Background: an optimization exercise with open tools, aiming at small area, a short achievable clock period and few clock cycles per item. Do not read the settings as production practice.
The RTL was checked by simulation tests, not by an equivalence proof against the original design.
Power is estimated from default activity; no workload was simulated.

File: flow/design.v
module bit_encoder (
    input  wire        clk,
    input  wire        rst,         
    input  wire        cmd_valid,
    output wire        cmd_ready,
    input  wire [31:0] cmd_data,
    output wire        out_valid,
    input  wire        out_ready,
    output wire [7:0]  out_data,
    output wire [15:0] status,
    output wire        err
);
    localparam [1:0] CAUSE_BAD_OP    = 2'd1;
    localparam [1:0] CAUSE_RSVD_NZ   = 2'd2;
    localparam [1:0] CAUSE_BAD_WIDTH = 2'd3;
    reg [7:1]  pb;
    reg [2:0]  pn;
    reg        err_q;
    reg [1:0]  ecause;
    reg        trunc;
    reg [7:0]  ob0;
    reg [7:0]  ob1;
    reg        ov;
    reg        ov2;
    wire [7:0] pb8 = {pb, 1'b0};
    wire [1:0]  op    = cmd_data[31:30];
    wire [4:0]  width = cmd_data[20:16];
    wire [15:0] value = cmd_data[15:0];
    wire rsvd_nz   = |cmd_data[29:21];
    wire low_nz    = |cmd_data[20:0];
    wire width_bad = (width == 5'd0) || (width > 5'd16);
    wire is_flush  = (op == 2'b01) && !rsvd_nz && !low_nz;
    wire is_encode = (op == 2'b00) && !rsvd_nz && !width_bad;
    wire [1:0] cause = op[1]                 ? CAUSE_BAD_OP :
                       (op[0] || rsvd_nz)    ? CAUSE_RSVD_NZ :
                                               CAUSE_BAD_WIDTH;
    wire       g0     = pn[0] & width[0];
    wire       p1     = pn[1] ^ width[1];
    wire       c1     = (pn[1] & width[1]) | (p1 & g0);
    wire       p2     = pn[2] ^ width[2];
    wire       c2     = (pn[2] & width[2]) | (p2 & c1);
    wire [2:0] pn_new = {p2 ^ c1, p1 ^ g0, pn[0] ^ width[0]};
    wire       nb0    = width[4] | width[3] | c2;      
    wire       nb2    = width[4] | (width[3] & c2);
    wire       nb_lane1 = !width[4] && (width[3] ^ c2);
    wire [23:0] ys0 = pn_new[0] ? {1'b0, value, 7'd0} : {value, 8'd0};
    wire [23:0] ys1 = pn_new[1] ? {2'b0, ys0[23:2]}  : ys0;
    wire [23:0] y   = pn_new[2] ? {4'b0, ys1[23:4]}  : ys1;
    wire [7:0]  lane  = nb2 ? y[23:16] : nb_lane1 ? y[15:8] : y[7:0];
    wire [7:0]  pmask = 8'hFF >> pn;
    wire [7:0]  top   = pb8 | (lane & pmask);
    wire [7:0]  byte1 = y[15:8];
    wire [7:0]  pb_lo = y[7:0];
    wire [7:0]  pb_nx = nb0 ? pb_lo : top;
    wire value_trunc = (|(lane & ~pmask))
                     | (!nb0 && (|y[15:8]))
                     | (!nb2 && (|y[23:16]));
    assign cmd_ready = !ov2 && (!ov || out_ready);
    wire   accept    = cmd_valid && cmd_ready;
    assign out_valid = ov;
    assign out_data  = ob0;
    always @(posedge clk) begin
        if (rst) begin
            ob0 <= 8'd0;
            ob1 <= 8'd0;
        end else begin
            if (!ov || out_ready)
                ob0 <= ov2 ? ob1 : top;
            if (!ov2)
                ob1 <= byte1;
        end
    end
    always @(posedge clk) begin
        if (rst) begin
            pb     <= 7'd0;
            pn     <= 3'd0;
            err_q  <= 1'b0;
            ecause <= 2'd0;
            trunc  <= 1'b0;
            ov     <= 1'b0;
            ov2    <= 1'b0;
        end else if (accept) begin
            ov  <= (is_encode && nb0) || (is_flush && pn != 3'd0);
            ov2 <= is_encode && nb2;
            if (is_encode) begin
                pb  <= pb_nx[7:1];
                pn  <= pn_new;
                if (value_trunc)
                    trunc <= 1'b1;
            end else if (is_flush) begin
                pb  <= 7'd0;
                pn  <= 3'd0;
            end else if (!err_q) begin
                err_q  <= 1'b1;
                ecause <= cause;
            end
        end else if (ov && out_ready) begin
            ov  <= ov2;
            ov2 <= 1'b0;
        end
    end
    assign status = {1'b0, trunc, ecause, err_q, pn, pb8};
    assign err    = err_q;
endmodule
File: flow/flow/run.sh
#!/bin/bash
# Standard ORFS layout, with the port buffers made from the smallest buffer
# cell (sky130_fd_sc_hd__buf_1) instead of buffer_ports' default choice;
# timing repair still resizes them where the paths need it.
set -uo pipefail
export BUFFER_PORTS_ARGS="-buffer_cell sky130_fd_sc_hd__buf_1"
bash standard.sh > standard_flow.log 2>&1
status=$?
cp -r orfs/logs/sky130hd/bit_encoder/base orfs_logs 2>/dev/null
exit $status
File: flow/standard.sh
#!/bin/bash
# synth_recipe.tcl (not shown) runs the flow's synth.tcl, then flattens the netlist and writes it again
# the make line also repeats each setting of config.mk as NAME=value (left out here)
make -C /OpenROAD-flow-scripts/flow DESIGN_CONFIG=/design/flow/config.mk WORK_HOME=/design/flow/orfs CLKGATE_MAP_FILE= SYNTH_SCRIPT=/design/flow/synth_recipe.tcl "${@:-finish}"
File: flow/config.mk
export PLATFORM = sky130hd
export DESIGN_NAME = bit_encoder
export DESIGN_NICKNAME = bit_encoder
export VERILOG_FILES = /design/flow/design.v
export SDC_FILE = /design/flow/constraint.sdc
export NUM_CORES = 4
export LEC_CHECK = 0
export ABC_AREA = 1
export CAP_MARGIN = 20
export CORE_MARGIN = 2
export CORE_UTILIZATION = 40
export PLACE_DENSITY = 0.6
export SETUP_SLACK_MARGIN = 3.25
export SLEW_MARGIN = 20
File: flow/constraint.sdc
create_clock -name core_clock -period 6.0 [get_ports {clk}]
set_input_delay 1.2000 -clock core_clock [delete_from_list [all_inputs] [get_ports {clk}]]
set_output_delay 1.2000 -clock core_clock [all_outputs]
set_load 0.01 [all_outputs]
==> summary.txt, run 1 <==
clock latency (worst-skew pair) 0.29 ns; TritonCTS Buffers 5; most frequent cells in the layout nand2_1 (150), nand3_1 (60), buf_1 (56); worst r2r src pn[0]$_SDFFE_PP0P_; PortBufs 60; Core Util, Final 0.528; total number of vias 3,168; CP endpoint kind register; PnR worst setup slack 2.79 ns; # hold bufs at CTS 0; clock root cell clkbuf_8; DRT antenna net count 0; Final Slew Violations 0; capturing point of the worst reg2reg path trunc$_SDFFE_PP0P_; Sink Count 32; clock skew 0.00783 ns; Power Total 0.596 mW; final count of hold timing violations 0; fin nets 558; Peak Freq 311 MHz; Mapped Cells 444; kind of launch point of the worst setup path input pin; maximum fanout along the worst path 7; # setup viols final 0; Reg2Reg Depth 17; cell taking the most area after synthesis dfxtp_1; Die X 84.6 um; leakage power 1.55 nW; register area share after synthesis 0.246; Yosys top cell area share 0.246; CP Class in2reg; Cell Rows 29; Core Footprint 0.00631 mm^2; Cell variety after synth 39; Die Ht 84.6 um; drt drc 0; final WL 8580 um; unrepaired setup endpoints after global routing yes; worst min path class reg2reg; # Max-Cap Violations 0; required time worst endpoint 6.16 ns; fin crit period 3.21 ns; gr usage total 0.248; GP Congestion 0.933; synthesis-stage register bit count 32; syn avg cell area 5.86 um^2; Worst R2R Setup Slack 3.17 ns; CTS tree done; via density per instance 5.32; headroom to the max-slew limit 0.607; area delta synth->final 28.1%; drt pass-1 iters 5; fin crit share 0.535; Worst-path clk slew 0.07 ns; share of cells above drive strength 1 0.187; worst slew pin tran 0.584 ns; antenna violations before repair 0; first-pass GRT wire length 14,400 um; Hold Path End ecause[0]$_SDFFE_PP0P_; starting density of the core 0.412; post-DP HPWL 6540 um; GR Overflow Total 0; cell depth of the worst hold path 2; CTS H-Tree Depth 2; vias in the first global route 2,986; Wirelength per Cell 14.4 um; synth warn 1; Bufs on Longest Clock Path 2; min-delay src ecause[0]$_SDFFE_PP0P_; setup TNS 0 ns; largest net degree at the start of global routing 33; Max VDD drop 0.151 mV; PD cells 179 mW/mm^2; cell area after synthesis 0.00260 mm^2; # diodes 0; crit path DAT 3.38 ns; leading cell type in the layout, fill and taps excluded nand2_1; outcome complete, no violations; 1st-iter DRT viols 238; synth top area cells dfxtp_1 (25%), nand2_1 (24%), nand3_1 (12%); die area 0.00716 mm^2; Ports 63; DP Worst Slack 2.09 ns
-- worst max-delay path, stage by stage --
cell and delay, ns:
buf_8 0.08, ha_4 0.12, inv_2 0.03, fa_2 0.33, fa_2 0.56, buf_12 0.15, buf_8 0.12, nand2_2 0.07
nand2_2 0.07, nand2_1 0.05, nor2_1 0.11, nand2_1 0.09, nand2_1 0.07, nand3_1 0.07, nor2_1 0.08, nand2_1 0.06
nand2_2 0.06, a21oi_2 0.05
-- cells in the mapped netlist --
cell type	n
inv_2	2
nor3_2	1
inv_1	34
clkbuf_1	5
nor3b_2	1
nor2_2	2
buf_2	5
o21bai_2	1
nand4_1	2
buf_8	1
nand2_2	9
a31oi_1	3
o21ai_0	11
nand3_2	1
o21ai_2	1
nand3_1	64
ha_1	3
dfxtp_1	32
fa_1	2
buf_4	6
conb_1	1
nor2_1	30
or2_2	1
o22ai_1	1
a21oi_1	35
nor2_4	1
a22oi_1	1
a211oi_1	1
nor4_1	3
nor3_1	4
o21ai_1	1
inv_6	1
buf_6	2
nand3b_1	1
o211ai_1	4
a32o_1	1
a21o_1	5
nand2_1	164
a41o_1	1
-- per-stage QoR --
stage	hold WS, ns	std cells	instance area [um^2]
global route	0.485	595	3330
floorplan	0.430	445	2680
global placement	0.448	564	2860
finish	0.460	595	3330
detailed placement	0.446	564	2860
CTS	0.460	590	3240
-- how the worst max path moves through the flow --
| stage | start | endpoint | slack (ns) | cells after the start |
|---|---|---|---|---|
| 3_5_place_dp | cmd_data[16] | trunc$_SDFFE_PP0P_ | 2.09 | 16 |
| 4_1_cts | cmd_data[16] | trunc$_SDFFE_PP0P_ | 2.76 | 18 |
| 5_1_grt | cmd_data[16] | trunc$_SDFFE_PP0P_ | 2.68 | 15 |
| 6_report | cmd_data[16] | trunc$_SDFFE_PP0P_ | 2.79 | 18 |
| 3_3_place_gp | cmd_data[16] | trunc$_SDFFE_PP0P_ | 2.10 | 17 |
| 2_1_floorplan | cmd_data[16] | trunc$_SDFFE_PP0P_ | 2.83 | 16 |
-- final cells by class --
class	instances	area, um^2
fillers	693	2980
multi-input cells	357	1850
flip-flops and latches	32	641
repair buffers	83	475
inverters	37	156
well taps	77	96.3
clock buffers	5	68.8
clock inverters	3	42.5
repair inverters	1	6.26
-- sequential cells by signal, indices dropped and copies added (netlist names) --
register  flops
ecause        2
err_q         1
ob0           8
ob1           8
ov            1
ov2           1
pb            7
pn            3
trunc         1
-- layer usage --
metal	global-route usage	routed length, um	vias up
met5	0	0	-
li1	-	-	1600
met3	0.0344	461	15
met2	0.409	3950	109
met4	0.0664	115	0
met1	0.341	4050	1444
-- where the power goes --
part           leakage [nW]  total, mW  switching, mW  internal [mW]
combinational          1.23      0.161          0.101         0.0599
clock                0.0541      0.209         0.0860          0.123
sequential            0.263      0.226        0.00358          0.223
-- repair_timing --
item | in CTS | in global routing
gates cloned | 2 | 0
pin swaps | 18 | 9
buffers inserted | 16 | 5
setup endpoints to repair | 27 | 28
resized for setup | 39 | 16
-- logic make-up after synthesis --
family                   after synthesis  synth area share
buffers and inverters                 56             0.104
adder cells (fa/ha/maj)                5            0.0298
AND/OR/NAND/NOR                      284             0.471
other                                  1           0.00144
AO/OA/AOI/OAI                         66             0.147
flip-flops                            32             0.246
Testbench counts, summed over its fixed seeds: cycles 13,921, items 13,063.
==> inputs of run 2 (changes only) <==
--- a/flow/config.mk
+++ b/flow/config.mk
@@ -10,5 +10,5 @@
 export CORE_MARGIN = 2
 export CORE_UTILIZATION = 40
 export PLACE_DENSITY = 0.6
-export SETUP_SLACK_MARGIN = 3.25
+export SETUP_SLACK_MARGIN = 3.1
 export SLEW_MARGIN = 20
==> run 2 against run 1 <==
  * Clock-buffer cell count did not move
  * Critical path type unchanged
  * Critical path depth did not move
  * Cell count fell by 0.50%
  * Sequential share of layout area about the same
  * Still clean on timing, DRC and antenna
==> summary.txt, run 2 <==
drt drc 0 (unchanged); total number of vias 3,131 (-1.2%); EDFF count, synth 0 (unchanged); most common cell in the netlist nand2_1; area delta synth->final 27.8%; fin cells 592 (-0.50%); Wirelength per Cell 14.6 um (+1.4%); CP Class in2reg; adder-cell share of the synthesized area 0.0298 (unchanged); register area share after synthesis 0.246 (unchanged); Final Slew Violations 0 (unchanged); worst min path class reg2reg; fin crit period 3.23 ns (+0.0195 ns); DRT antenna net count 0 (unchanged); synthesized-area fraction occupied by xor and xnor cells 0 (unchanged); CTS H-Tree Depth 2 (unchanged); Yosys top cell area share 0.246 (unchanged); Power Total 0.597 mW (+0.19%); cell taking the most area after synthesis dfxtp_1; Sink Count 32 (unchanged); CTS tree done; PortBufs 60 (unchanged); Peak Freq 310 MHz (-0.61%); Synth Flop Type dfxtp_1; starting density of the core 0.412 (unchanged); DP Worst Slack 2.09 ns (unchanged); Flop pwr share 0.379 (about the same); 1st-iter DRT viols 259 (+8.8%); fin crit share 0.538 (+0.00326); largest net degree at the start of global routing 33 (unchanged); drt pass-1 iters 5 (unchanged); clock root cell clkbuf_8; # diodes 0 (unchanged); maximum fanout along the worst path 7 (unchanged); # setup viols final 0 (unchanged); cell area after synthesis 0.00260 mm^2 (unchanged); Worst-path clk slew 0.07 ns (about the same); Worst R2R Setup Slack 3.14 ns (-0.03 ns); via density per instance 5.29 (-0.67%); post-DP HPWL 6540 um (unchanged); # Max-Cap Violations 0 (unchanged); required time worst endpoint 6.16 ns (about the same); cell-internal power 0.406 mW (about the same); leakage power 1.53 nW (-0.87%); Cell variety after synth 39 (unchanged); fin nets 555 (-0.54%); PnR worst setup slack 2.77 ns (-0.0195 ns); Die X 84.6 um (unchanged); # hold bufs at CTS 0 (unchanged); Synth Area in Compound Gates 0.147 (unchanged); Register Area 641 um^2 (unchanged); unrepaired setup endpoints after global routing yes; biggest regs ob0 x8, ob1 x8, pb x7; synth warn 1 (unchanged); worst slew pin tran 0.562 ns (-0.0213 ns); outcome complete, no violations; clock latency (worst-skew pair) 0.29 ns (about the same); mux cell area share after synthesis 0 (unchanged); final WL 8660 um (+0.93%); Ports 63 (unchanged); share of cells above drive strength 1 0.188 (+0.00109); Switching Share 0.321 (+0.000833); Clk network pwr share 0.348 (-0.002); leading cell type in the layout, fill and taps excluded nand2_1; Synth Area in Simple Gates 0.471 (unchanged); vias in the first global route 2,974 (-0.40%); # fillers 694 (+0.14%); final count of hold timing violations 0 (unchanged); synth cell count leaders nand2_1 (164), nand3_1 (64), a21oi_1 (35), inv_1 (34), dfxtp_1 (32); TritonCTS Buffers 5 (unchanged); crit path DAT 3.39 ns (about the same); headroom to the max-slew limit 0.622 (+0.0144); GP Congestion 0.933 (unchanged); clock skew 0.00603 ns (-0.00180 ns); Mapped Cells 444 (unchanged); GR Overflow Total 0 (unchanged); die area 0.00716 mm^2 (unchanged); setup TNS 0 ns (unchanged); Multi-input gate area 0.00186 mm^2 (+0.81%); most frequent cells in the layout nand2_1 (149), nand3_1 (58), buf_1 (57); synth top area cells dfxtp_1 (25%), nand2_1 (24%), nand3_1 (12%); Bufs on Longest Clock Path 2 (unchanged); Die Ht 84.6 um (unchanged); Cell Rows 29 (unchanged); main combinational cell family by area after synthesis simple AND/OR/NAND/NOR gates; Combinational Power Share 0.273 (+0.003); CP endpoint kind register; antenna violations before repair 0 (unchanged); sw power 0.192 mW (+0.45%); gr usage total 0.248 (-0.000407); Core Footprint 0.00631 mm^2 (unchanged); synthesis-stage register bit count 32 (unchanged); dpl cells 564 (unchanged); first-pass GRT wire length 14,400 um (-0.43%); Async SR Flop Fraction 0 (unchanged); PD cells 180 mW/mm^2 (+0.41%); kind of launch point of the worst setup path input pin; syn avg cell area 5.86 um^2 (unchanged); Max VDD drop 0.151 mV (-0.11%)
run 2: path summary, 6_finish.rpt:
check,start,cells past startpoint,end
min reg2reg,ecause[0]$_SDFFE_PP0P_,2,ecause[0]$_SDFFE_PP0P_
max,cmd_data[16],18,trunc$_SDFFE_PP0P_
min,ecause[0]$_SDFFE_PP0P_,2,ecause[0]$_SDFFE_PP0P_
max reg2reg,pn[0]$_SDFFE_PP0P_,17,trunc$_SDFFE_PP0P_
run 2: cell families (layout without fill, tap and decap cells):
kind of cell	count (synthesis)	after routing
AOI/OAI and AO/OA	66	66
adders and majority gates	5	5
buffers and inverters	56	126
DFF	32	32
other	1	2
and+or+nand+nor	284	284
run 2: stage by stage:
| step | utilization | hold WS, ns | cell area, um^2 |
|---|---|---|---|
| 2_1_floorplan | - | 0.430 | 2680 |
| 6_report | 0.527 | 0.460 | 3320 |
| 4_1_cts | 0.507 | 0.460 | 3200 |
| 5_1_grt | 0.527 | 0.485 | 3320 |
| 3_5_place_dp | 0.453 | 0.446 | 2860 |
| 3_3_place_gp | 0.453 | 0.448 | 2860 |
run 2: power by group through the flow:
stage | sequential, mW | combinational (mW) | clock (mW)
floorplan | 0.233 | 0.0959 | 0
global placement | 0.231 | 0.135 | 0
detailed placement | 0.231 | 0.135 | 0
CTS | 0.226 | 0.152 | 0.211
global route | 0.227 | 0.181 | 0.220
finish | 0.226 | 0.163 | 0.208
run 2: final cells by class:
type                       count  area share
sequential                    32       0.193
multi-input combinational    357       0.560
inverter                      37      0.0486
clock buffer                   5      0.0207
timing repair buffer          80       0.135
clock inverter                 3      0.0128
timing repair inverter         1     0.00188
tap                           77      0.0290
run 2: per-layer routing:
layer / GRT usage / routed length (um) / vias up
met5: 0 / 0 / -
met4: 0.0664 / 114 / 0
met3: 0.0344 / 431 / 13
met2: 0.406 / 4000 / 96
met1: 0.342 / 4110 / 1429
li1: - / - / 1593
run 2: timing repair:
item | CTS | global route
buffers inserted | 15 | 3
pin swaps | 16 | 17
cloned | 2 | 0
endpoints found under the setup margin | 26 | 17
resized for setup | 30 | 27
run 2: critical path, cell delays in order:
cell and delay (ns):
buf_8 0.08, ha_4 0.12, inv_2 0.03, fa_2 0.33, fa_2 0.56, buf_12 0.15, buf_8 0.12, nand2_2 0.07
nand2_2 0.07, nand2_1 0.05, nor2_1 0.10, nand2_1 0.09, nand2_1 0.06, nand3_1 0.07, nor2_1 0.10, nand2_1 0.06
nand2_2 0.07, a21oi_2 0.06
==> inputs of run 3 (changes only) <==
==> flow/flow/run.sh (replaced) <==
#!/bin/bash
# Standard ORFS layout (the standard.sh) with two changes:
#  - the port buffers are made from the smallest buffer cell
#    (sky130_fd_sc_hd__buf_1) instead of buffer_ports' default choice;
#    timing repair still resizes them where the paths need it;
#  - synthesis leaves adders as plain gates for abc (ADDER_MAP_FILE empty)
#    rather than extracting them into fa/ha cells.
# Registers, their names and the synthesis script are otherwise unchanged.
set -uo pipefail
export BUFFER_PORTS_ARGS="-buffer_cell sky130_fd_sc_hd__buf_1"
bash standard.sh ADDER_MAP_FILE= finish > standard_flow.log 2>&1
status=$?
cp -r orfs/logs/sky130hd/bit_encoder/base orfs_logs 2>/dev/null
exit $status
--- a/flow/config.mk
+++ b/flow/config.mk
@@ -10,5 +10,5 @@
 export CORE_MARGIN = 2
 export CORE_UTILIZATION = 40
 export PLACE_DENSITY = 0.6
-export SETUP_SLACK_MARGIN = 3.1
+export SETUP_SLACK_MARGIN = 3.2
 export SLEW_MARGIN = 20
==> run 3 against run 2 <==
  * Setup slack better by 0.42 ns
  * Clock-buffer cell count rose by 2
  * Flip-flop and latch count did not move
  * Cell count is 5.7% higher
  * Utilization shrank 0.39 points
  * Wire length grew 1.0%
  * Register-to-register slack improved by 0.58 ns
  * Largest cell class unchanged
  * Highest routed layer unchanged
==> summary.txt, run 3 <==
outcome complete, no violations; worst r2r src pn[0]$_SDFFE_PP0P_; delay-heaviest family, CP buffers and inverters; vias in the first global route 2,837 (-4.6%); first-pass GRT wire length 13,500 um (-6.2%); post-DP HPWL 6530 um (-0.15%); fin crit period 2.81 ns (-0.417 ns); total number of vias 3,300 (+5.4%); register area share after synthesis 0.239 (-0.00769); Register Area 641 um^2 (unchanged); required time worst endpoint 4.80 ns (-1.36 ns); Cell variety after synth 39 (unchanged); largest stage delay on the critical path 0.14 ns (-0.42 ns); Bufs on Longest Clock Path 2 (unchanged); PortBufs 60 (unchanged); PnR worst setup slack 3.19 ns (+0.417 ns); kind of launch point of the worst setup path input pin; synth cell count leaders nand2_1 (207), nand3_1 (53), inv_1 (41), dfxtp_1 (32), nor2_1 (32); setup TNS 0 ns (unchanged); Ports 63 (unchanged); Sink Count 32 (unchanged); clock latency (worst-skew pair) 0.28 ns (about the same); most common cell in the netlist nand2_1; PD cells 182 mW/mm^2 (+1.4%); GR Overflow Total 0 (unchanged); CP endpoint kind output port; via density per instance 5.27 (-0.33%); Async SR Flop Fraction 0 (unchanged); leakage power 1.64 nW (+7.0%); # Max-Cap Violations 0 (unchanged); GP Congestion 0.962 (+3.2%); Cell Rows 29 (unchanged); # setup viols final 0 (unchanged); Max VDD drop 0.126 mV (-16%); syn avg cell area 5.55 um^2 (-5.3%); CP Cell Sequence buf_6 -> nor2_4 -> nor2_4 -> buf_6; share of cells above drive strength 1 0.135 (-0.0536); Worst-path clk slew 0.07 ns (about the same); headroom to the max-slew limit 0.663 (+0.0416); Multi-input gate area 0.00189 mm^2 (+1.3%); most frequent cells in the layout nand2_1 (198), buf_1 (56), nand3_1 (52); Die Ht 85.9 um (+1.5%); area delta synth->final 25.0%; starting density of the core 0.418 (+0.00607); CP Class in2out; dpl cells 600 (+6.4%); cell taking the most area after synthesis nand2_1; leading cell type in the layout, fill and taps excluded nand2_1; Crit. Startpoint out_ready; DP Worst Slack 2.42 ns (+0.329 ns); final count of hold timing violations 0 (unchanged); antenna violations before repair 0 (unchanged); largest net degree at the start of global routing 33 (unchanged); biggest regs ob0 x8, ob1 x8, pb x7; synth warn 1 (unchanged); WP buf/inv 2 (-2); worst slew pin tran 0.504 ns (-0.0579 ns); drt drc 0 (unchanged); clock root cell clkbuf_8; unrepaired setup endpoints after global routing yes; clock skew 0.00366 ns (-0.00237 ns); # diodes 0 (unchanged); Synth Flop Type dfxtp_1; Peak Freq 356 MHz (+15%); min-delay src ecause[1]$_SDFFE_PP0P_; CTS tree done; 1st-iter DRT viols 192 (-26%); drt pass-1 iters 5 (unchanged); worst min path class reg2reg; CTS H-Tree Depth 2 (unchanged); # hold bufs at CTS 0 (unchanged); Mapped Cells 484 (+9.0%); fin cells 626 (+5.7%); TritonCTS Buffers 5 (unchanged); Wirelength per Cell 14.0 um (-4.4%); Die X 85.9 um (+1.5%); cell area after synthesis 0.00269 mm^2 (+3.2%); gr usage total 0.228 (-0.0194); worst hold slack 0.471 ns (+0.0110 ns); synth top area cells nand2_1 (29%), dfxtp_1 (24%), nand3_1 (9.9%); synthesis-stage register bit count 32 (unchanged); die area 0.00738 mm^2 (+3.1%); Yosys top cell area share 0.289 (+0.0431); Core Footprint 0.00642 mm^2 (+1.7%); fin nets 584 (+5.2%); # fillers 701 (+1.0%); EDFF count, synth 0 (unchanged); maximum fanout along the worst path 3 (-4); crit path DAT 1.61 ns (-1.78 ns); DRT antenna net count 0 (unchanged); fin crit share 0.469 (-0.0696); Final Slew Violations 0 (unchanged); final WL 8750 um (+1.0%); Slowest cell on crit path buf_6
-- run 3: what timing repair did --
action / CTS / global route
cloned: 0 / 1
buffers inserted: 3 / 14
endpoints found under the setup margin: 16 / 17
pin swaps: 2 / 10
gates resized for setup: 14 / 40
-- run 3: logic make-up (layout without fill, tap and decap cells) --
kind of cell,count (synthesis),in the layout,synth area share
buffers and inverters,70,133,0.121
AND/OR/NAND/NOR,312,313,0.492
flip-flops,32,32,0.239
AO/OA/AOI/OAI,69,69,0.148
other,1,2,0.00140
-- run 3: layout make-up --
cell class                 instances  area share
sequential                        32       0.191
clock buffer                       7      0.0287
clock inverter                     1     0.00895
inverter                          47      0.0589
tap                               77      0.0287
timing repair buffer              78       0.122
multi-input combinational        384       0.562
-- run 3: final timing paths --
kind / to / slack (ns) / cells after the start
worst max-delay path: cmd_ready / 3.19 / 4
worst min-delay path: ecause[1]$_SDFFE_PP0P_ / 0.47 / 2
worst max register to register: trunc$_SDFFE_PP0P_ / 3.72 / 18
worst min register to register: ecause[1]$_SDFFE_PP0P_ / 0.47 / 2
-- run 3: metrics by stage --
stage | power [mW] | area, um^2 | utilization
floorplan | 0.329 | 2690 | -
global placement | 0.365 | 2870 | 0.447
detailed placement | 0.364 | 2870 | 0.447
CTS | 0.594 | 3070 | 0.478
global route | 0.642 | 3360 | 0.523
finish | 0.612 | 3360 | 0.523
-- run 3: tightest hold or removal path, cell delays in order (launching register included) --
cell and delay [ns]:
dfxtp_1 0.31, nand2_1 0.06, a21oi_1 0.06
-- run 3: layer usage --
layer  part of all wire  track usage  wire length [um]  vias up
li1                   -            -                 -     1677
met1               0.47        0.313              4150     1513
met5                  0            0                 0        -
met3              0.050       0.0346               436       13
met4              0.014       0.0491               119        0
met2               0.46        0.378              4040       97
-- run 3: power by group --
| group | internal (mW) | leakage (nW) | switching (mW) |
|---|---|---|---|
| clock network | 0.147 | 0.0645 | 0.0844 |
| logic | 0.0537 | 1.31 | 0.101 |
| registers | 0.223 | 0.263 | 0.00356 |
==> inputs of run 4 (changes only) <==
--- a/flow/config.mk
+++ b/flow/config.mk
@@ -10,5 +10,5 @@
 export CORE_MARGIN = 2
 export CORE_UTILIZATION = 40
 export PLACE_DENSITY = 0.6
-export SETUP_SLACK_MARGIN = 3.2
+export SETUP_SLACK_MARGIN = 3.4
 export SLEW_MARGIN = 20
==> run 4 against run 3 <==
  * Still clean
  * Via count up 7.3%
  * Flip-flop and latch count is the same
  * Die area is the same
  * Non-clock buffer count is 14 higher
  * Sequential share of layout area is 3.1 points lower
  * Utilization increased by 10 points
  * Setup slack better by 0.014 ns
  * Design area up 20%
  * Clock skew up 0.0072 ns
  * Sequential power barely moved
  * Critical path depth unchanged
  * Critical endpoint unchanged
  * Largest cell class unchanged
==> summary.txt, run 4 <==
Die X 85.9 um (unchanged); fin crit period 2.80 ns (-0.0136 ns); area delta synth->final 49.7%; outcome complete, no violations; drt pass-1 iters 5 (unchanged); clock latency (worst-skew pair) 0.28 ns (about the same); synth warn 1 (unchanged); synth top area cells nand2_1 (29%), dfxtp_1 (24%), nand3_1 (9.9%); die area 0.00738 mm^2 (unchanged); CP Cell Sequence buf_6 -> nor2_4 -> nor2_4 -> buf_6; TritonCTS Buffers 5 (unchanged); CTS tree done; CTS H-Tree Depth 2 (unchanged); Async SR Flop Fraction 0 (unchanged); setup TNS 0 ns (unchanged); first-pass GRT wire length 15,300 um (+13%); worst min path class reg2reg; Cell variety after synth 39 (unchanged); final count of hold timing violations 0 (unchanged); cell depth of the worst hold path 2 (unchanged); syn avg cell area 5.55 um^2 (unchanged); CP Class in2out; synthesis-stage register bit count 32 (unchanged); PortBufs 60 (unchanged); drt drc 0 (unchanged); required time worst endpoint 4.80 ns (about the same); Core Footprint 0.00642 mm^2 (unchanged); final WL 10,100 um (+16%); # diodes 0 (unchanged); clock skew 0.0108 ns (+0.00717 ns); biggest regs ob0 x8, ob1 x8, pb x7; Wirelength per Cell 15.7 um (+12%); # setup viols final 0 (unchanged); Yosys top cell area share 0.289 (unchanged); Final Slew Violations 0 (unchanged); share of cells above drive strength 1 0.314 (+0.179); post-DP HPWL 6520 um (-0.15%); DRT antenna net count 0 (unchanged); Sink Count 32 (unchanged); Levels on crit path 4 (unchanged); Slowest cell on crit path buf_6; worst slew pin tran 0.521 ns (+0.0168 ns); antenna violations before repair 0 (unchanged); delay-heaviest family, CP buffers and inverters; PD cells 158 mW/mm^2 (-13%); leakage power 1.87 nW (+14%); fin nets 605 (+3.6%); via density per instance 5.47 (+3.8%); cell taking the most area after synthesis nand2_1; Synth Flop Type dfxtp_1; GP Congestion 0.990 (+2.8%); Max VDD drop 0.147 mV (+16%); Cell Rows 29 (unchanged); Core Util, Final 0.626 (+0.103); total number of vias 3,542 (+7.3%); Peak Freq 357 MHz (+0.49%); Mapped Cells 484 (unchanged); kind of launch point of the worst setup path input pin; most frequent cells in the layout nand2_1 (146), nand2_2 (57), buf_1 (53); Bufs on Longest Clock Path 2 (unchanged); synth cell count leaders nand2_1 (207), nand3_1 (53), inv_1 (41), dfxtp_1 (32), nor2_1 (32); register area share after synthesis 0.239 (unchanged); crit path DAT 1.60 ns (about the same); Die Ht 85.9 um (unchanged); design area 0.00402 mm^2 (+20%); # Max-Cap Violations 0 (unchanged); largest stage delay on the critical path 0.14 ns (about the same); maximum fanout along the worst path 2 (-1); Ports 63 (unchanged); Cell Area, Placed 0.00292 mm^2 (+1.7%); clock root cell clkbuf_8; cell area after synthesis 0.00269 mm^2 (unchanged); vias in the first global route 3,225 (+14%); most common cell in the netlist nand2_1; WP buf/inv 2 (unchanged); unrepaired setup endpoints after global routing yes; headroom to the max-slew limit 0.652 (-0.0112); fin crit share 0.467 (-0.00227); Reg2Reg Depth 17 (-1); gr usage total 0.261 (+0.0331); starting density of the core 0.418 (unchanged); largest net degree at the start of global routing 33 (unchanged); EDFF count, synth 0 (unchanged); leading cell type in the layout, fill and taps excluded nand2_1; GR Overflow Total 0 (unchanged); 1st-iter DRT viols 283 (+47%); CP endpoint kind output port; Worst-path clk slew 0.07 ns (about the same)
run 4: worst paths after layout:
kind / startpoint / endpoint / slack [ns]
max: out_ready / cmd_ready / 3.20
min: ecause[0]$_SDFFE_PP0P_ / ecause[0]$_SDFFE_PP0P_ / 0.47
min reg2reg: ecause[0]$_SDFFE_PP0P_ / ecause[0]$_SDFFE_PP0P_ / 0.47
max reg2reg: pn[0]$_SDFFE_PP0P_ / trunc$_SDFFE_PP0P_ / 3.46
run 4: worst reg2reg max path, delay by kind of cell (launching register included):
family                 cells  cell delay [ns]
AO/OA/AOI/OAI              1             0.05
buffers and inverters      1             0.21
AND/OR/NAND/NOR           15             1.52
flip-flops                 1             0.64
run 4: per-layer routing:
metal  routed length (um)  GRT usage
met5                    0          0
met4                  230     0.0765
met3                  695     0.0375
met2                 4840      0.436
met1                 4390      0.349
run 4: repair_timing:
action	CTS	global route
gates cloned	6	3
hold buffers	0	0
setup buffers	20	10
gates resized for setup	81	88
endpoints found under the setup margin	21	18
pin swaps	27	59
run 4: area by class of cell:
cell class | count | area [um^2]
Timing Repair Buffer | 92 | 623
Inverter | 47 | 226
Fill cell | 598 | 2400
Clock inverter | 2 | 35.0
Tap cell | 77 | 96.3
Multi-Input combinational cell | 389 | 2300
Sequential cell | 32 | 641
Timing Repair inverter | 2 | 22.5
Clock buffer | 6 | 72.6
run 4: logic make-up (layout without fill, tap and decap cells):
logic type / count (synthesis) / after routing / synth area share
simple gates: 312 / 318 / 0.492
buf+inv: 70 / 149 / 0.121
compound gates: 69 / 69 / 0.148
flops: 32 / 32 / 0.239
other cells: 1 / 2 / 0.00140
run 4: where the power goes:
group	internal, mW	switching (mW)
logic	0.0774	0.127
clock network	0.123	0.0822
registers	0.223	0.00368
run 4: per-stage QoR:
step           setup slack [ns]  hold slack [ns]  power, mW  std cells
2_1_floorplan              3.27            0.441      0.329        485
3_3_place_gp               2.70            0.455      0.364        600
3_5_place_dp               2.68            0.460      0.364        600
4_1_cts                    3.18            0.471      0.606        634
5_1_grt                    3.09            0.503      0.663        647
6_report                   3.20            0.468      0.636        647
==> inputs of run 5 (changes only) <==
--- a/flow/config.mk
+++ b/flow/config.mk
@@ -9,6 +9,8 @@
 export CAP_MARGIN = 20
 export CORE_MARGIN = 2
 export CORE_UTILIZATION = 40
+export CTS_BUF_LIST = sky130_fd_sc_hd__clkbuf_2 sky130_fd_sc_hd__clkbuf_4
+export CTS_CLUSTER_SIZE = 40
 export PLACE_DENSITY = 0.6
-export SETUP_SLACK_MARGIN = 3.4
+export SETUP_SLACK_MARGIN = 3.2
 export SLEW_MARGIN = 20
==> run 5 against run 4 <==
  * Non-clock buffer count is 15 lower
  * Setup slack got worse by 0.028 ns
  * Cell count fell by 3.4%
  * Clock power fell by about 20%
  * First-iteration DRC count is 48% lower
  * Die area is the same
  * Utilization is 12 points lower
  * Combinational power down 27%
  * Synthesized cell count unchanged
  * Critical path type unchanged
  * Largest cell class unchanged
==> summary.txt, run 5 <==
capturing point of the worst reg2reg path ov$_SDFFE_PP0P_; worst r2r src pn[2]$_SDFFE_PP0P_; headroom to the max-slew limit 0.658 (+0.00591); dpl cells 600 (unchanged); # Max-Cap Violations 0 (unchanged); # fillers 721 (+21%); Max VDD drop 0.134 mV (-8.7%); Peak Freq 354 MHz (-0.98%); CTS H-Tree Depth 2 (unchanged); leading cell type in the layout, fill and taps excluded nand2_1; fin nets 583 (-3.6%); worst min path class reg2reg; leakage power 1.59 nW (-15%); biggest regs ob0 x8, ob1 x8, pb x7; synth warn 1 (unchanged); crit path DAT 1.63 ns (+0.03 ns); fin crit period 2.83 ns (+0.0276 ns); worst slew pin tran 0.512 ns (-0.00886 ns); Wirelength per Cell 13.9 um (-12%); PD cells 167 mW/mm^2 (+5.2%); final WL 8670 um (-15%); die area 0.00738 mm^2 (unchanged); Async SR Flop Fraction 0 (unchanged); EDFF count, synth 0 (unchanged); setup TNS 0 ns (unchanged); most frequent cells in the layout nand2_1 (202), buf_1 (57), nand3_1 (52); vias in the first global route 2,832 (-12%); Cell Rows 29 (unchanged); cell taking the most area after synthesis nand2_1; fin cells 625 (-3.4%); design area 0.00323 mm^2 (-20%); first-pass GRT wire length 13,400 um (-12%); required time worst endpoint 4.80 ns (about the same); drt drc 0 (unchanged); most common cell in the netlist nand2_1; maximum fanout along the worst path 2 (unchanged); Bufs on Longest Clock Path 2 (unchanged); largest net degree at the start of global routing 33 (unchanged); clock root cell clkbuf_4; Cell variety after synth 39 (unchanged); PortBufs 60 (unchanged); Mapped Cells 484 (unchanged); kind of launch point of the worst setup path input pin; area delta synth->final 20.3%; Die Ht 85.9 um (unchanged); worst hold slack 0.476 ns (+0.00769 ns); CP Class in2out; Worst R2R Setup Slack 3.73 ns (+0.27 ns); register area share after synthesis 0.239 (unchanged); Sink Count 32 (unchanged); DRT antenna net count 0 (unchanged); synthesis-stage register bit count 32 (unchanged); CP Capture Point cmd_ready; Final Slew Violations 0 (unchanged); fin crit share 0.471 (+0.00460); drt pass-1 iters 5 (unchanged); Ports 63 (unchanged); # diodes 0 (unchanged); # setup viols final 0 (unchanged); cell area after synthesis 0.00269 mm^2 (unchanged); 1st-iter DRT viols 148 (-48%); outcome complete, no violations; TritonCTS Buffers 5 (unchanged); Yosys top cell area share 0.289 (unchanged); gr usage total 0.228 (-0.0337); via density per instance 5.22 (-4.6%); antenna violations before repair 0 (unchanged); Crit. Startpoint out_ready; GP Congestion 0.962 (-2.8%); syn avg cell area 5.55 um^2 (unchanged); Synth Flop Type dfxtp_1; Core Util, Final 0.503 (-0.123); CTS tree done; post-DP HPWL 6530 um (+0.15%); synth top area cells nand2_1 (29%), dfxtp_1 (24%), nand3_1 (9.9%); unrepaired setup endpoints after global routing yes; clock skew 0.00338 ns (-0.00745 ns); total number of vias 3,265 (-7.8%); GR Overflow Total 0 (unchanged); clock latency (worst-skew pair) 0.33 ns (+0.05 ns); synth cell count leaders nand2_1 (207), nand3_1 (53), inv_1 (41), dfxtp_1 (32), nor2_1 (32); Reg2Reg Depth 13 (-4); Core Footprint 0.00642 mm^2 (unchanged); CP endpoint kind output port; Cell Area, Placed 0.00287 mm^2 (-1.7%); share of cells above drive strength 1 0.117 (-0.197); Die X 85.9 um (unchanged); Worst-path clk slew 0.10 ns (+0.03 ns); final count of hold timing violations 0 (unchanged); starting density of the core 0.418 (unchanged)
==> run 5: cell types whose count changed in the layout (fill, tap and decap cells not counted), moves of 5 or more <==
| cell | delta |
|---|---|
| nand2_2 | -53 |
| nand3_1 | +15 |
| clkbuf_8 | -5 |
| nand2_1 | +56 |
| nand3_2 | -13 |
| nor2_4 | -7 |
| buf_6 | -7 |
| clkbuf_4 | +6 |
| buf_12 | -7 |
| nor2_1 | +6 |
==> run 5: where the power goes <==
| part | total [mW] | switching [mW] | internal (mW) |
|---|---|---|---|
| Clock | 0.163 | 0.0784 | 0.0851 |
| Sequential | 0.226 | 0.00352 | 0.223 |
| Combinational | 0.149 | 0.0984 | 0.0502 |
| Total | 0.538 | 0.180 | 0.358 |
==> run 5: area by class of cell <==
type	instances	area [um^2]	share of cell area
inverter	47	196	0.0608
timing repair buffer	77	369	0.114
multi-input combinational	384	1850	0.574
clock buffer	5	37.5	0.0116
clock inverter	3	37.5	0.0116
tap	77	96.3	0.0298
sequential	32	641	0.198
==> run 5: critical path, cell delays in order <==
cell and delay (ns):
buf_6 0.10, nor2_4 0.13, nor2_4 0.06, buf_6 0.14
==> run 5: worst min path at each step <==
stage	from	to	slack (ns)	cells past startpoint
detailed placement	ecause[1]$_SDFFE_PP0P_	ecause[1]$_SDFFE_PP0P_	0.46	2
finish	ecause[1]$_SDFFE_PP0P_	ecause[1]$_SDFFE_PP0P_	0.48	2
CTS	ecause[1]$_SDFFE_PP0P_	ecause[1]$_SDFFE_PP0P_	0.48	2
global route	ecause[1]$_SDFFE_PP0P_	ecause[1]$_SDFFE_PP0P_	0.50	2
floorplan	trunc$_SDFFE_PP0P_	trunc$_SDFFE_PP0P_	0.44	2
global placement	ecause[0]$_SDFFE_PP0P_	ecause[0]$_SDFFE_PP0P_	0.46	2
==> run 5: stage by stage <==
stage	worst slack (ns)	total power [mW]
after floorplan	3.21	0.329
after global placement	2.48	0.365
after detailed placement	2.42	0.364
after CTS	3.16	0.526
after global routing	3.14	0.570
final	3.17	0.538
==> run 5: repair_timing <==
item	CTS	global route
cloned	0	1
pin swaps	2	7
gates resized for setup	12	27
setup buffers	2	14
setup endpoints to repair	14	16
hold buffers	0	0
==> run 5: metal layers <==
metal  part of all wire  track usage  routed length, um  vias to the layer above
li1                   -            -                  -                     1676
met5                  0            0                  0                        -
met4              0.012       0.0563                105                        0
met1               0.47        0.305               4100                     1483
met2               0.46        0.377               4000                       96
met3              0.053       0.0414                461                       10
==> run 5: logic make-up (layout without fill, tap and decap cells) <==
group	Yosys count	count (layout)	synth area share
buffers and inverters	70	132	0.121
other	1	2	0.00140
AOI/OAI and AO/OA	69	69	0.148
DFF	32	32	0.239
and+or+nand+nor	312	313	0.492
==> inputs of run 6 (changes only) <==
==> flow/flow/run.sh (replaced) <==
#!/bin/bash
# Standard ORFS layout (the standard.sh) with these changes:
#  - the port buffers are made from the smallest buffer cell
#    (sky130_fd_sc_hd__buf_1) instead of buffer_ports' default choice;
#    timing repair still resizes them where the paths need it;
#  - synthesis leaves adders as plain gates for abc (ADDER_MAP_FILE empty)
#    rather than extracting them into fa/ha cells;
#  - clock tree synthesis adds no dummy load cells.
# Registers, their names and the synthesis script are otherwise unchanged.
set -uo pipefail
export BUFFER_PORTS_ARGS="-buffer_cell sky130_fd_sc_hd__buf_1"
export CTS_ARGS="-sink_clustering_enable -repair_clock_nets -dont_use_dummy_load -sink_clustering_size 40 -buf_list {sky130_fd_sc_hd__clkbuf_2 sky130_fd_sc_hd__clkbuf_4}"
bash standard.sh ADDER_MAP_FILE= finish > standard_flow.log 2>&1
status=$?
cp -r orfs/logs/sky130hd/bit_encoder/base orfs_logs 2>/dev/null
exit $status
--- a/flow/config.mk
+++ b/flow/config.mk
@@ -9,8 +9,6 @@
 export CAP_MARGIN = 20
 export CORE_MARGIN = 2
 export CORE_UTILIZATION = 40
-export CTS_BUF_LIST = sky130_fd_sc_hd__clkbuf_2 sky130_fd_sc_hd__clkbuf_4
-export CTS_CLUSTER_SIZE = 40
 export PLACE_DENSITY = 0.6
 export SETUP_SLACK_MARGIN = 3.2
 export SLEW_MARGIN = 20
==> run 6 against run 5 <==
  * Utilization fell by 0.33 points
  * Clock power decreased by 34%
  * Clock-buffer cell count unchanged
  * Wire length is 0.97% lower
  * Fmax fell by 0.30%
  * Critical endpoint unchanged
  * Cell count down 0.32%
  * Register-to-register slack better by 0.03 ns
  * Highest routed layer unchanged
  * Critical path depth is the same
  * Synthesized area stayed put
  * Worst hold slack worse by 0.0016 ns
  * Setup slack worse by 0.0084 ns
==> summary.txt, run 6 <==
outcome complete, no violations; PD cells 151 mW/mm^2 (-9.4%); Yosys top cell area share 0.289 (unchanged); cell taking the most area after synthesis nand2_1; fin crit share 0.473 (+0.00139); biggest regs ob0 x8, ob1 x8, pb x7; Sink Count 32 (unchanged); # Max-Cap Violations 0 (unchanged); worst min path class reg2reg; via density per instance 5.22 (-0.17%); cell area after synthesis 0.00269 mm^2 (unchanged); DP Worst Slack 2.42 ns (unchanged); synth warn 1 (unchanged); Die X 85.9 um (unchanged); clock skew 0.0216 ns (+0.0183 ns); Worst-path clk slew 0.09 ns (about the same); required time worst endpoint 4.80 ns (about the same); antenna violations before repair 0 (unchanged); EDFF count, synth 0 (unchanged); register area share after synthesis 0.239 (unchanged); Wirelength per Cell 13.8 um (-0.65%); die area 0.00738 mm^2 (unchanged); starting density of the core 0.418 (unchanged); most common cell in the netlist nand2_1; # fillers 726 (+0.69%); Final Slew Violations 0 (unchanged); crit path DAT 1.64 ns (about the same); CP Class in2out; leading cell type in the layout, fill and taps excluded nand2_1; first-pass GRT wire length 13,400 um (-0.15%); # setup viols final 0 (unchanged); share of cells above drive strength 1 0.119 (+0.00226); Bufs on Longest Clock Path 2 (unchanged); syn avg cell area 5.55 um^2 (unchanged); Die Ht 85.9 um (unchanged); DRT antenna net count 0 (unchanged); final count of hold timing violations 0 (unchanged); headroom to the max-slew limit 0.658 (about the same); Max VDD drop 0.104 mV (-22%); Mapped Cells 484 (unchanged); fin crit period 2.84 ns (+0.00837 ns); Worst R2R Setup Slack 3.76 ns (+0.03 ns); area delta synth->final 19.5%; PortBufs 60 (unchanged); final WL 8590 um (-0.97%); GR Overflow Total 0 (unchanged); Ports 63 (unchanged); post-DP HPWL 6530 um (unchanged); setup TNS 0 ns (unchanged); most frequent cells in the layout nand2_1 (202), buf_1 (57), nand3_1 (52); total number of vias 3,249 (-0.49%); # diodes 0 (unchanged); maximum fanout along the worst path 3 (+1); Peak Freq 353 MHz (-0.30%); CP endpoint kind output port; Cell Area, Placed 0.00287 mm^2 (unchanged); clock root cell clkbuf_4; Core Footprint 0.00642 mm^2 (unchanged); clock latency (worst-skew pair) 0.33 ns (about the same); Async SR Flop Fraction 0 (unchanged); PnR worst setup slack 3.16 ns (-0.00837 ns); largest net degree at the start of global routing 33 (unchanged); CTS H-Tree Depth 2 (unchanged); synth cell count leaders nand2_1 (207), nand3_1 (53), inv_1 (41), dfxtp_1 (32), nor2_1 (32); TritonCTS Buffers 5 (unchanged); gr usage total 0.227 (-0.000954); Cell variety after synth 39 (unchanged); GP Congestion 0.962 (unchanged); drt pass-1 iters 5 (unchanged); leakage power 1.58 nW (-0.42%); worst slew pin tran 0.512 ns (+0.0000940 ns); fin nets 584 (+0.17%); synth top area cells nand2_1 (29%), dfxtp_1 (24%), nand3_1 (9.9%); CTS tree done; design area 0.00321 mm^2 (-0.66%); Synth Flop Type dfxtp_1; synthesis-stage register bit count 32 (unchanged); unrepaired setup endpoints after global routing yes; # hold bufs at CTS 0 (unchanged); drt drc 0 (unchanged); Cell Rows 29 (unchanged); kind of launch point of the worst setup path input pin; vias in the first global route 2,823 (-0.32%); 1st-iter DRT viols 159 (+7.4%)
==> run 6: cell counts after synthesis <==
No cell type changed its count.
==> run 6: per-stage QoR <==
step	utilization	hold slack [ns]	power, mW	std cells
2_1_floorplan	-	0.441	0.329	485
3_5_place_dp	0.447	0.460	0.364	600
3_3_place_gp	0.447	0.458	0.365	600
4_1_cts	0.461	0.473	0.471	607
6_report	0.500	0.475	0.484	623
5_1_grt	0.500	0.499	0.517	623
==> run 6: per-layer routing <==
layer / vias to the layer above / wire [um] / track usage
met1: 1471 / 4140 / 0.306
met4: 0 / 125 / 0.0577
li1: 1670 / - / -
met2: 96 / 3930 / 0.376
met3: 12 / 384 / 0.0356
met5: - / 0 / 0
==> run 6: where the power goes <==
part           internal [mW]  switching [mW]  total, mW
sequential             0.222         0.00349      0.226
clock                 0.0392          0.0691      0.108
combinational         0.0512          0.0989      0.150
total                  0.313           0.171      0.484
==> run 6: cells by family after synthesis <==
family,count (synthesis),share of synthesized area
other,1,0.00140
AND/OR/NAND/NOR,312,0.492
buffers and inverters,70,0.121
AO/OA/AOI/OAI,69,0.148
flip-flops,32,0.239
==> run 6: critical path, cell delays in order <==
cell and delay (ns):
buf_6 0.10, nor2_4 0.13, nor2_4 0.06, buf_6 0.14
==> run 6: final timing paths <==
kind                     startpoint                      to  cells past startpoint
min reg2reg  ecause[1]$_SDFFE_PP0P_  ecause[1]$_SDFFE_PP0P_                      2
min          ecause[1]$_SDFFE_PP0P_  ecause[1]$_SDFFE_PP0P_                      2
max reg2reg      pn[0]$_SDFFE_PP0P_      trunc$_SDFFE_PP0P_                     19
max                       out_ready               cmd_ready                      4
==> run 6: layout make-up <==
cell class	instances	area (um^2)	share of cell area
repair buffers	78	377	0.117
multi-input cells	384	1860	0.579
clock buffers	5	37.5	0.0117
inverters	47	201	0.0628
well taps	77	96.3	0.0300
flip-flops and latches	32	641	0.200
==> run 6: what timing repair did <==
| action | in CTS | in global routing |
|---|---|---|
| setup endpoints to repair | 14 | 16 |
| setup buffers | 2 | 15 |
| gates resized for setup | 11 | 30 |
| gates cloned | 0 | 1 |
| pin swaps | 2 | 7 |
==> inputs of run 7 (changes only) <==
--- a/flow/config.mk
+++ b/flow/config.mk
@@ -10,5 +10,5 @@
 export CORE_MARGIN = 2
 export CORE_UTILIZATION = 40
 export PLACE_DENSITY = 0.6
-export SETUP_SLACK_MARGIN = 3.2
+export SETUP_SLACK_MARGIN = 2.9
 export SLEW_MARGIN = 20
==> run 7 against run 6 <==
  * Still clean on timing, DRC and antenna
  * Clock power hardly changed
  * Wire length fell by 6.8%
  * Synthesized cell count unchanged
==> summary.txt, run 7 <==
synth warn 1 (unchanged); drt pass-1 iters 5 (unchanged); required time worst endpoint 4.80 ns (about the same); cell-internal power 0.305 mW (-2.6%); Async SR Flop Fraction 0 (unchanged); leakage power 1.45 nW (-8.1%); Yosys top cell area share 0.289 (unchanged); antenna violations before repair 0 (unchanged); sw power 0.164 mW (-4.3%); drt drc 0 (unchanged); post-DP HPWL 6450 um (-1.2%); fin nets 566 (-3.1%); CP Class in2out; worst r2r src pn[0]$_SDFFE_PP0P_; synth cell count leaders nand2_1 (207), nand3_1 (53), inv_1 (41), dfxtp_1 (32), nor2_1 (32); Worst-path clk slew 0.09 ns (about the same); most frequent cells in the layout nand2_1 (205), buf_1 (60), nand3_1 (53); # Max-Cap Violations 0 (unchanged); Die Ht 85.9 um (unchanged); biggest regs ob0 x8, ob1 x8, pb x7; CTS H-Tree Depth 2 (unchanged); Wirelength per Cell 13.2 um (-4.0%); first-pass GRT wire length 13,400 um (+0.25%); CTS tree done; Cell Rows 29 (unchanged); Mapped Cells 484 (unchanged); fin cells 605 (-2.9%); share of cells above drive strength 1 0.0606 (-0.0584); clock latency (worst-skew pair) 0.33 ns (about the same); headroom to the max-slew limit 0.604 (-0.0539); most common cell in the netlist nand2_1; outcome complete, no violations; capturing point of the worst reg2reg path trunc$_SDFFE_PP0P_; # fillers 729 (+0.41%); fin crit period 3.00 ns (+0.168 ns); Max VDD drop 0.102 mV (-2.7%); 1st-iter DRT viols 168 (+5.7%); synthesis-stage register bit count 32 (unchanged); Peak Freq 333 MHz (-5.6%); GP Congestion 0.963 (+0.11%); fin crit share 0.501 (+0.0280); worst min path class reg2reg; final WL 8000 um (-6.8%); Core Footprint 0.00642 mm^2 (unchanged); Worst R2R Setup Slack 3.67 ns (-0.09 ns); Final Slew Violations 0 (unchanged); vias in the first global route 2,831 (+0.28%); # diodes 0 (unchanged); Clk network pwr share 0.230 (+0.006); starting density of the core 0.418 (unchanged); unrepaired setup endpoints after global routing no; GR Overflow Total 0 (unchanged); Multi-input gate area 0.00174 mm^2 (-6.2%); Register Area 641 um^2 (unchanged); # setup viols final 0 (unchanged); EDFF count, synth 0 (unchanged); Ports 63 (unchanged); setup TNS 0 ns (unchanged); area delta synth->final 9.18%; maximum fanout along the worst path 12 (+9); cell depth of the worst hold path 2 (unchanged); via density per instance 5.24 (+0.41%); TritonCTS Buffers 5 (unchanged); PD cells 160 mW/mm^2 (+6.0%); cell taking the most area after synthesis nand2_1; die area 0.00738 mm^2 (unchanged); Core Util, Final 0.456 (-0.0433); Crit. Startpoint out_ready; leading cell type in the layout, fill and taps excluded nand2_1; Flop pwr share 0.482 (+0.015); dpl cells 600 (unchanged); synth top area cells nand2_1 (29%), dfxtp_1 (24%), nand3_1 (9.9%); cell area after synthesis 0.00269 mm^2 (unchanged); syn avg cell area 5.55 um^2 (unchanged); clock root cell clkbuf_4; gr usage total 0.223 (-0.00373); worst slew pin tran 0.588 ns (+0.0761 ns); Die X 85.9 um (unchanged); register area share after synthesis 0.239 (unchanged); CP Capture Point cmd_ready; CP endpoint kind output port; DRT antenna net count 0 (unchanged); PortBufs 60 (unchanged); total number of vias 3,168 (-2.5%); Reg2Reg Depth 14 (-5); Cell variety after synth 39 (unchanged); Sink Count 32 (unchanged); Bufs on Longest Clock Path 2 (unchanged); crit path DAT 1.80 ns (+0.16 ns); final count of hold timing violations 0 (unchanged); Synth Flop Type dfxtp_1; largest net degree at the start of global routing 33 (unchanged); Combinational Power Share 0.288 (-0.022); Switching Share 0.350 (-0.00398); clock skew 0.0285 ns (+0.00691 ns); kind of launch point of the worst setup path input pin
==> run 7: cell counts after synthesis <==
No cell type changed its count.
==> run 7: through the flow <==
step | hold slack (ns) | setup WS [ns] | power, mW | cell area, um^2
2_1_floorplan | 0.441 | 3.11 | 0.329 | 2690
3_3_place_gp | 0.457 | 2.54 | 0.364 | 2870
3_5_place_dp | 0.458 | 2.53 | 0.364 | 2870
4_1_cts | 0.477 | 2.99 | 0.469 | 2920
5_1_grt | 0.491 | 2.93 | 0.501 | 2930
6_report | 0.476 | 3.00 | 0.469 | 2930
==> run 7: worst min-delay path by stage <==
| stage | from | to | slack [ns] |
|---|---|---|---|
| after floorplan | trunc$_SDFFE_PP0P_ | trunc$_SDFFE_PP0P_ | 0.44 |
| after global placement | ob1[5]$_SDFFE_PP0N_ | ob1[5]$_SDFFE_PP0N_ | 0.46 |
| after detailed placement | trunc$_SDFFE_PP0P_ | trunc$_SDFFE_PP0P_ | 0.46 |
| after CTS | trunc$_SDFFE_PP0P_ | trunc$_SDFFE_PP0P_ | 0.48 |
| after global routing | trunc$_SDFFE_PP0P_ | trunc$_SDFFE_PP0P_ | 0.49 |
| final | trunc$_SDFFE_PP0P_ | trunc$_SDFFE_PP0P_ | 0.48 |
==> run 7: routing by layer <==
layer | vias up | share of wire | track usage
met5 | - | 0 | 0
met4 | 0 | 0.012 | 0.0433
met3 | 9 | 0.047 | 0.0356
met2 | 77 | 0.47 | 0.371
met1 | 1443 | 0.48 | 0.305
li1 | 1639 | - | -
==> run 7: worst max-delay path, cell delays in order <==
cell and delay (ns):
buf_1 0.09, nor2_1 0.08, nor2_4 0.24, buf_1 0.19
==> run 7: cells by family (layout without fill, tap and decap cells) <==
logic type             count (synthesis)  after routing  synth area share
DFF                                   32             32             0.239
buffers and inverters                 70            113             0.121
AOI/OAI and AO/OA                     69             69             0.148
other                                  1              2           0.00140
and+or+nand+nor                      312            312             0.492
==> run 7: layout make-up <==
| type | count | area share |
|---|---|---|
| Multi-Input combinational cell | 383 | 0.594 |
| Sequential cell | 32 | 0.219 |
| Inverter | 47 | 0.0623 |
| Timing Repair Buffer | 61 | 0.0794 |
| Clock buffer | 5 | 0.0128 |
| Tap cell | 77 | 0.0329 |
==> run 7: power by group through the flow <==
| stage | clock [mW] | combinational, mW | sequential, mW |
|---|---|---|---|
| floorplan | 0 | 0.0951 | 0.233 |
| global route | 0.120 | 0.153 | 0.227 |
| detailed placement | 0 | 0.133 | 0.231 |
| global placement | 0 | 0.133 | 0.231 |
| finish | 0.108 | 0.135 | 0.226 |
| CTS | 0.110 | 0.133 | 0.226 |
==> run 7: repair_timing <==
item	4_1_cts	5_1_grt
gates resized for setup	2	5
gates cloned	0	0
setup buffers	0	0
endpoints found under the setup margin	7	8
hold buffers	0	0
==> inputs of run 8 (changes only) <==
--- a/flow/config.mk
+++ b/flow/config.mk
@@ -10,5 +10,5 @@
 export CORE_MARGIN = 2
 export CORE_UTILIZATION = 40
 export PLACE_DENSITY = 0.6
-export SETUP_SLACK_MARGIN = 2.9
+export SETUP_SLACK_MARGIN = 3.0
 export SLEW_MARGIN = 20
==> run 8 against run 7 <==
  * Still clean on timing, DRC and antenna
  * Cell count rose by 0.50%
  * Clock power barely moved
  * Clock-buffer cell count did not move
  * Clock skew rose by 0.00093 ns
  * First-iteration DRC count did not move
  * Global-route usage rose by 0.12 points
  * Wire length rose by 0.90%
  * Die area did not move
  * Critical path type unchanged
  * Critical endpoint unchanged
==> summary.txt, run 8 <==
mux cell area share after synthesis 0 (unchanged); Synth Area in Compound Gates 0.148 (unchanged); required time worst endpoint 4.80 ns (about the same); synth warn 1 (unchanged); post-DP HPWL 6450 um (unchanged); drt pass-1 iters 5 (unchanged); EDFF count, synth 0 (unchanged); cell taking the most area after synthesis nand2_1; worst min path class reg2reg; Die X 85.9 um (unchanged); area delta synth->final 10.8%; CP endpoint kind output port; synthesized-area fraction occupied by xor and xnor cells 0 (unchanged); met2 Usage GRT 0.372 (+0.000705); synthesis-stage register bit count 32 (unchanged); Cell Rows 29 (unchanged); CTS H-Tree Depth 2 (unchanged); maximum fanout along the worst path 2 (-10); via density per instance 5.21 (-0.52%); final WL 8080 um (+0.90%); syn avg cell area 5.55 um^2 (unchanged); synth cell count leaders nand2_1 (207), nand3_1 (53), inv_1 (41), dfxtp_1 (32), nor2_1 (32); clock skew 0.0295 ns (+0.000933 ns); share of cells above drive strength 1 0.0678 (+0.00719); Async SR Flop Fraction 0 (unchanged); kind of launch point of the worst setup path input pin; CTS tree done; leading cell type in the layout, fill and taps excluded nand2_1; # diodes 0 (unchanged); # hold bufs at CTS 0 (unchanged); antenna violations before repair 0 (unchanged); # fillers 730 (+0.14%); PD cells 158 mW/mm^2 (-0.93%); main combinational cell family by area after synthesis simple AND/OR/NAND/NOR gates; Worst-path clk slew 0.09 ns (about the same); cell area after synthesis 0.00269 mm^2 (unchanged); biggest regs ob0 x8, ob1 x8, pb x7; TritonCTS Buffers 5 (unchanged); Ports 63 (unchanged); Yosys top cell area share 0.289 (unchanged); clock root cell clkbuf_4; drt drc 0 (unchanged); 1st-iter DRT viols 168 (unchanged); die area 0.00738 mm^2 (unchanged); Multi-input gate area 0.00176 mm^2 (+0.79%); Mapped Cells 484 (unchanged); # setup viols final 0 (unchanged); Final Slew Violations 0 (unchanged); synth top area cells nand2_1 (29%), dfxtp_1 (24%), nand3_1 (9.9%); global-route met3 utilization 0.0356 (unchanged); crit path DAT 1.75 ns (-0.05 ns); largest net degree at the start of global routing 33 (unchanged); leakage power 1.47 nW (+1.3%); vias in the first global route 2,841 (+0.35%); first-pass GRT wire length 13,500 um (+0.51%); starting density of the core 0.418 (unchanged); final count of hold timing violations 0 (unchanged); Power Total 0.472 mW (+0.55%); headroom to the max-slew limit 0.622 (+0.0183); Bufs on Longest Clock Path 2 (unchanged); worst slew pin tran 0.561 ns (-0.0271 ns); adder-cell share of the synthesized area 0 (unchanged); clock latency (worst-skew pair) 0.34 ns (about the same); most common cell in the netlist nand2_1; worst hold slack 0.476 ns (+0.000386 ns); fin nets 569 (+0.53%); met1 Use GR 0.307 (+0.00292); setup TNS 0 ns (unchanged); # Max-Cap Violations 0 (unchanged); Die Ht 85.9 um (unchanged); DRT antenna net count 0 (unchanged); Core Util, Final 0.463 (+0.00682); PortBufs 60 (unchanged); outcome complete, no violations; fin crit period 2.95 ns (-0.0545 ns); most frequent cells in the layout nand2_1 (205), buf_1 (60), nand3_1 (53); Synth Area in Simple Gates 0.492 (unchanged); Wirelength per Cell 13.3 um (+0.40%); Register Area 641 um^2 (unchanged); Synth Flop Type dfxtp_1; GP Congestion 0.963 (unchanged); GR Overflow Total 0 (unchanged); gr usage total 0.224 (+0.00120); register area share after synthesis 0.239 (unchanged); Max VDD drop 0.102 mV (+0.38%); DP Worst Slack 2.53 ns (unchanged); PnR worst setup slack 3.05 ns (+0.0545 ns); CP Class in2out; Sink Count 32 (unchanged); Peak Freq 339 MHz (+1.8%); total number of vias 3,167 (-0.032%); fin crit share 0.491 (-0.00908); Cell variety after synth 39 (unchanged); Core Footprint 0.00642 mm^2 (unchanged); unrepaired setup endpoints after global routing yes; GRT Max-Usage Layer met2
==> run 8: changes by cell type in the layout (fill, tap and decap cells not counted), sizes merged <==
cell  change
buf       +3
==> run 8: worst max-delay path: stages <==
cell and delay [ns]:
buf_1 0.08, nor2_1 0.23, nor2_4 0.09, buf_1 0.15
==> run 8: layout make-up <==
| class | count | share of cell area |
|---|---|---|
| well taps | 77 | 0.0324 |
| clock buffers | 5 | 0.0126 |
| repair buffers | 64 | 0.0858 |
| multi-input cells | 383 | 0.590 |
| flip-flops and latches | 32 | 0.215 |
| inverters | 47 | 0.0639 |
==> run 8: per-layer routing <==
layer	vias to the layer above	routed length, um
met5	-	0
met4	0	98
met3	9	373
met2	75	3790
met1	1439	3810
li1	1644	-
==> run 8: kinds of logic (layout without fill, tap and decap cells) <==
group	Yosys count	after routing
buffers and inverters	70	116
AO/OA/AOI/OAI	69	69
flip-flops	32	32
other	1	2
AND/OR/NAND/NOR	312	312
==> run 8: stage by stage <==
stage | std cells | area, um^2
final | 608 | 2980
after global routing | 608 | 2980
after CTS | 606 | 2930
after detailed placement | 600 | 2870
after global placement | 600 | 2870
after floorplan | 485 | 2690
==> run 8: worst paths after layout <==
check,slack [ns],cells after the start,startpoint,to
worst max-delay path,3.05,4,out_ready,cmd_ready
worst min-delay path,0.48,2,trunc$_SDFFE_PP0P_,trunc$_SDFFE_PP0P_
worst max register to register,3.71,16,pn[1]$_SDFFE_PP0P_,trunc$_SDFFE_PP0P_
worst min register to register,0.48,2,trunc$_SDFFE_PP0P_,trunc$_SDFFE_PP0P_
==> run 8: what timing repair did <==
action                     4_1_cts  5_1_grt
resized for setup                2       11
buffers inserted                 1        2
pin swaps                        1        1
setup endpoints to repair        8       14
cloned                           0        0
==> run 8: power by group <==
| group | internal, mW | switching [mW] | total, mW |
|---|---|---|---|
| clock | 0.0391 | 0.0692 | 0.108 |
| sequential | 0.223 | 0.00354 | 0.226 |
| combinational | 0.0442 | 0.0930 | 0.137 |
| total | 0.306 | 0.166 | 0.472 |

## re-timing with driven ports
Ports are ideal in the flow. The routed layouts listed here were re-timed in OpenROAD. Step 1 sets driving cells, clkbuf_16 on the clock port and buf_2 on the other inputs (assumed; they add their load-dependent delay and slew). Step 2 times the ports against the registers' clock, not the clock port: input delays grow and output delays shrink by t, the midpoint of the rising clock arrivals with the driver on. Slacks: ideal / step 1 / step 2; pairs: ideal / step 1.
run	t, ns	setup WS [ns]	worst setup path after step 2	slew at the worst register clock pin (ns)
run 1	0.313	2.789 / 2.766 / 2.453	input to register	0.08 / 0.08
run 2	0.313	2.770 / 2.746 / 2.433	input to register	0.07 / 0.07
run 3	0.308	3.187 / 3.156 / 2.932	input to register	0.07 / 0.07
run 4	0.304	3.201 / 3.168 / 2.886	input to register	0.07 / 0.07
run 5	0.356	3.173 / 3.141 / 2.935	input to register	0.11 / 0.11
run 6	0.343	3.165 / 3.133 / 2.931	input to register	0.11 / 0.11
run 7	0.344	2.997 / 2.969 / 2.820	input to register	0.11 / 0.11
run 8	0.348	3.051 / 3.028 / 2.837	input to register	0.11 / 0.11
After both steps every run listed still meets setup and hold. For run 2, which loses most, drivers alone change the setup slack by -0.024 ns; drivers and shift together by -0.337 ns.
